From an optimization exercise on the open Yosys and OpenROAD flow, aimed at small area, a short achievable clock period and few clock cycles; shortcuts taken in it are not production practice. The RTL was checked by simulation tests, not by an equivalence proof against the original design.

== alpha ==
// ncb
module ncb (
    input  wire         clk,
    input  wire         rst,
    input  wire         cmd_valid,
    input  wire [31:0]  cmd_word,
    output wire         cmd_ready,
    input  wire [5:0]   host_addr,
    input  wire         host_we,
    input  wire [7:0]   host_wdata,
    output reg  [7:0]   host_rdata,
    output wire [7:0]   status,
    output wire         tr_valid,
    output wire [6:0]   tr_sa,
    output wire [4:0]   tr_wlen,
    output wire [127:0] tr_wdata,
    output wire [4:0]   tr_rlen,
    input  wire         tr_done,
    input  wire         tr_err,
    input  wire [127:0] tr_rdata
);
    localparam [7:0] OP_NOP       = 8'h00, OP_CLRST     = 8'h01,
                     OP_XWR       = 8'h10, OP_XRD       = 8'h11,
                     OP_XCMD      = 8'h12, OP_XRDRAW    = 8'h13,
                     OP_BCDDEC    = 8'h20, OP_BCDENC    = 8'h21,
                     OP_TIMEDEC   = 8'h30, OP_TIMEENC   = 8'h31,
                     OP_CLKDEC    = 8'h32, OP_CLKENC    = 8'h33,
                     OP_DATEDEC   = 8'h34, OP_DATEENC   = 8'h35,
                     OP_AL1ENC    = 8'h36, OP_AL2ENC    = 8'h37,
                     OP_ALENTEST  = 8'h38, OP_ALENABLE  = 8'h39,
  ...
For scale: ~5,400 cells after synthesis, roughly 310 flip-flops, ~340 I/O pins, ~32,000 um^2 of cells after synthesis.
clock: 10.0 ns
lec_check: 0
abc_area: 1
cap_margin: 20
core_margin: 2
core_utilization: 40
place_density: 0.55
setup_slack_margin: 4.2
slew_margin: 20
standard.sh (not shown) runs the stock make flow with config.mk's settings and CLKGATE_MAP_FILE= SYNTH_SCRIPT=/design/flow/synth_recipe.tcl, a recipe that flattens the netlist after the stock synthesis.
==> flow/flow/run.sh <==
#!/bin/bash
# The standard layout, with the port buffers that ORFS inserts during global
# placement made from the smallest plain buffer (buf_1) instead of ORFS's
# default pick; the resizer still upsizes any of them that timing needs.
set -euo pipefail
export BUFFER_PORTS_ARGS="-buffer_cell sky130_fd_sc_hd__buf_1"
bash standard.sh > standard.log 2>&1
alpha: PASS, flow complete, no timing, DRC or antenna violations
Testbench counts of alpha, summed over its fixed seeds: cycles 23,374.
## Diff of input files: beta against alpha
--- a/flow/design.v
+++ b/flow/design.v
@@ -338,39 +338,70 @@
     wire [7:0] hh_v  = sel4(ha1, hg_v0, hg_v1, hg_w, hg_s);
     wire [7:0] hh_c  = sel4(ha1, hg_c, 8'h00, 8'h00, 8'h00);
     always @* host_rdata = sel4(ha2, hh_b, hh_v, hh_c, 8'h00);
     wire tdec_go = take && go && is_tdec;
     wire cdec_go = take && go && is_cdec;
     wire ddec_go = take && go && is_ddec;
     wire bdec_go = take && go && is_bdec;
+    reg [7:0] v_host, v_bcd;
+    reg [7:0] v_we;
+    reg [7:0] v_wd [0:7];
+    wire      tc_go = tdec_go || cdec_go;
+    always @* begin
+        for (i = 0; i < 8; i = i + 1) begin
+            v_host[i] = hwr && (host_addr == 6'h10 + i);
+            v_bcd[i]  = bdec_go && (f_vr[2:0] == i);
+        end
+        v_we[0] = v_host[0] || v_bcd[0] || tc_go;
+        v_wd[0] = ({8{v_host[0]}} & host_wdata) | ({8{v_bcd[0] || tc_go}} & d0);
+        v_we[1] = v_host[1] || v_bcd[1] || tc_go;
+        v_wd[1] = ({8{v_host[1]}} & host_wdata) | ({8{v_bcd[1]}} & d0) | ({8{tc_go}} & d1);
+        v_we[2] = v_host[2] || v_bcd[2] || tc_go;
+        v_wd[2] = ({8{v_host[2]}} & host_wdata) | ({8{v_bcd[2]}} & d0) | ({8{tc_go}} & d2h);
+        v_we[3] = v_host[3] || v_bcd[3] || tdec_go || ddec_go;
+        v_wd[3] = ({8{v_host[3]}} & host_wdata) | ({8{v_bcd[3] || ddec_go}} & d0) |
+                  ({8{tdec_go}} & d3);
+        v_we[4] = v_host[4] || v_bcd[4] || tdec_go || ddec_go;
+        v_wd[4] = ({8{v_host[4]}} & host_wdata) | ({8{v_bcd[4]}} & d0) |
+                  ({8{ddec_go}} & d1) | ({8{tdec_go}} & d4);
+        v_we[5] = v_host[5] || v_bcd[5] || tdec_go || ddec_go;
+        v_wd[5] = ({8{v_host[5]}} & host_wdata) | ({8{v_bcd[5]}} & d0) |
+                  ({8{ddec_go}} & d2m) | ({8{tdec_go}} & d5m);
+        v_we[6] = v_host[6] || v_bcd[6] || tdec_go || ddec_go;
+        v_wd[6] = ({8{v_host[6]}} & host_wdata) | ({8{v_bcd[6]}} & d0) |
+                  ({8{ddec_go}} & d3) | ({8{tdec_go}} & d6);
+        v_we[7] = v_host[7] || v_bcd[7];
+        v_wd[7] = ({8{v_host[7]}} & host_wdata) | ({8{v_bcd[7]}} & d0);
+    end
+    reg [15:0] b_sb, b_tr;
+    reg [15:0] b_we;
+    reg [7:0]  b_wd [0:15];
+    always @* begin
+        for (i = 0; i < 16; i = i + 1) begin
+            b_sb[i] = sb_go && (sb_a == i);
+            b_tr[i] = rd_ok && (i < t_rlen);
+            b_we[i] = b_sb[i] || b_tr[i] || fw_en[i];
+            b_wd[i] = ({8{b_sb[i]}} & sb) | ({8{b_tr[i]}} & tr_rdata[8*i +: 8]) |
+                      ({8{fw_en[i]}} & g4[i]);
+        end
+    end
     always @(posedge clk) begin
         if (rst) begin
             for (i = 0; i < 16; i = i + 1) B[i] <= 8'h00;
             for (i = 0; i < 8;  i = i + 1) V[i] <= 8'h00;
             W0 <= 16'h0000;  W1 <= 16'h0000;  SN <= 32'h0;  CRC <= 8'hFF;
             st_err <= 3'd0; st_mal <= 1'b0; st_flag <= 1'b0;
             st_fv0 <= 1'b0; st_fv1 <= 1'b0; st_stk <= 1'b0;
             xfer <= 1'b0; crun <= 1'b0;
         end else begin
             for (i = 0; i < 16; i = i + 1) begin
-                if (sb_go && sb_a == i)               B[i] <= sb;
-                else if (rd_ok && i < t_rlen)         B[i] <= tr_rdata[8*i +: 8];
-                else if (fw_en[i])                    B[i] <= g4[i];
+                if (b_we[i]) B[i] <= b_wd[i];
             end
-            if (hwr && host_addr[5:3] == 3'b010) V[host_addr[2:0]] <= host_wdata;
-            if (tdec_go || cdec_go) begin
-                V[0] <= d0; V[1] <= d1; V[2] <= d2h;
-            end
-            if (tdec_go) begin
-                V[3] <= d3; V[4] <= d4; V[5] <= d5m; V[6] <= d6;
-            end
-            if (ddec_go) begin
-                V[3] <= d0; V[4] <= d1; V[5] <= d2m; V[6] <= d3;
-            end
-            if (bdec_go) V[f_vr[2:0]] <= d0;
+            for (i = 0; i < 8; i = i + 1)
+                if (v_we[i]) V[i] <= v_wd[i];
             if (hwr && host_addr == 6'h20) CRC <= host_wdata;
             if (take && legal && is_cinit) CRC <= 8'hFF;
             if (take && legal && is_cbyte) CRC <= c1;
             if (take && go && (is_crc8 || is_cvfy)) begin
                 if (f_p == 8'd0) CRC <= 8'hFF;
                 else if (c_last) CRC <= c_res;
             end
## What came out
- beta | stages: all done | timing, DRC, antenna: all pass
- Looking at critical path's slowest cell, the sky130_fd_sc_hd__a221o_1 result is from beta; the sky130_fd_sc_hd__a21oi_2 one comes from alpha.
- alpha → beta: final number of setup-violating endpoints shows no meaningful change; inserted tap cell count shows a reduction of 7.7%; global-route usage shows an increase of 3.6 points.
- beta reports a higher routed wire length than alpha does.
- beta and alpha ended up with roughly the same total number of vias.
- Diff beta..alpha | mux cell area share after synthesis | negligible
- [compare] base=alpha new=beta: count of non-filler cells in the finished layout -6.0%, worst hold slack dropped 4.3 ps.
Testbench counts of beta, summed over its fixed seeds: cycles 23,374.

-- separate check: timing with driven ports --
How much do the figures lean on ideal ports? The routed layouts below were timed once more, with nothing changed but the port constraints. Step 1, drivers: a clkbuf_16 drives clk and a buf_2 each remaining input, both assumed. Step 2 times the ports against the registers' clock, not the clock port: input delays grow and output delays shrink by t, the midpoint of the rising clock arrivals with the driver on. a / b / c = ideal ports / drivers / drivers and shift; a / b = the first two.
run	shift t [ns]	setup WS [ns]	hold slack, ns	worst setup path after step 2	slew at the worst register clock pin (ns)
alpha	0.657	4.100 / 3.976 / 3.577	0.455 / 0.455 / 0.455	input to register	0.07 / 0.07
beta	0.673	3.903 / 3.841 / 3.466	0.451 / 0.451 / 0.451	input to register	0.08 / 0.08
After both steps every run listed still meets setup and hold. For alpha, which loses most, drivers alone change the setup slack by -0.124 ns; drivers and shift together by -0.523 ns.
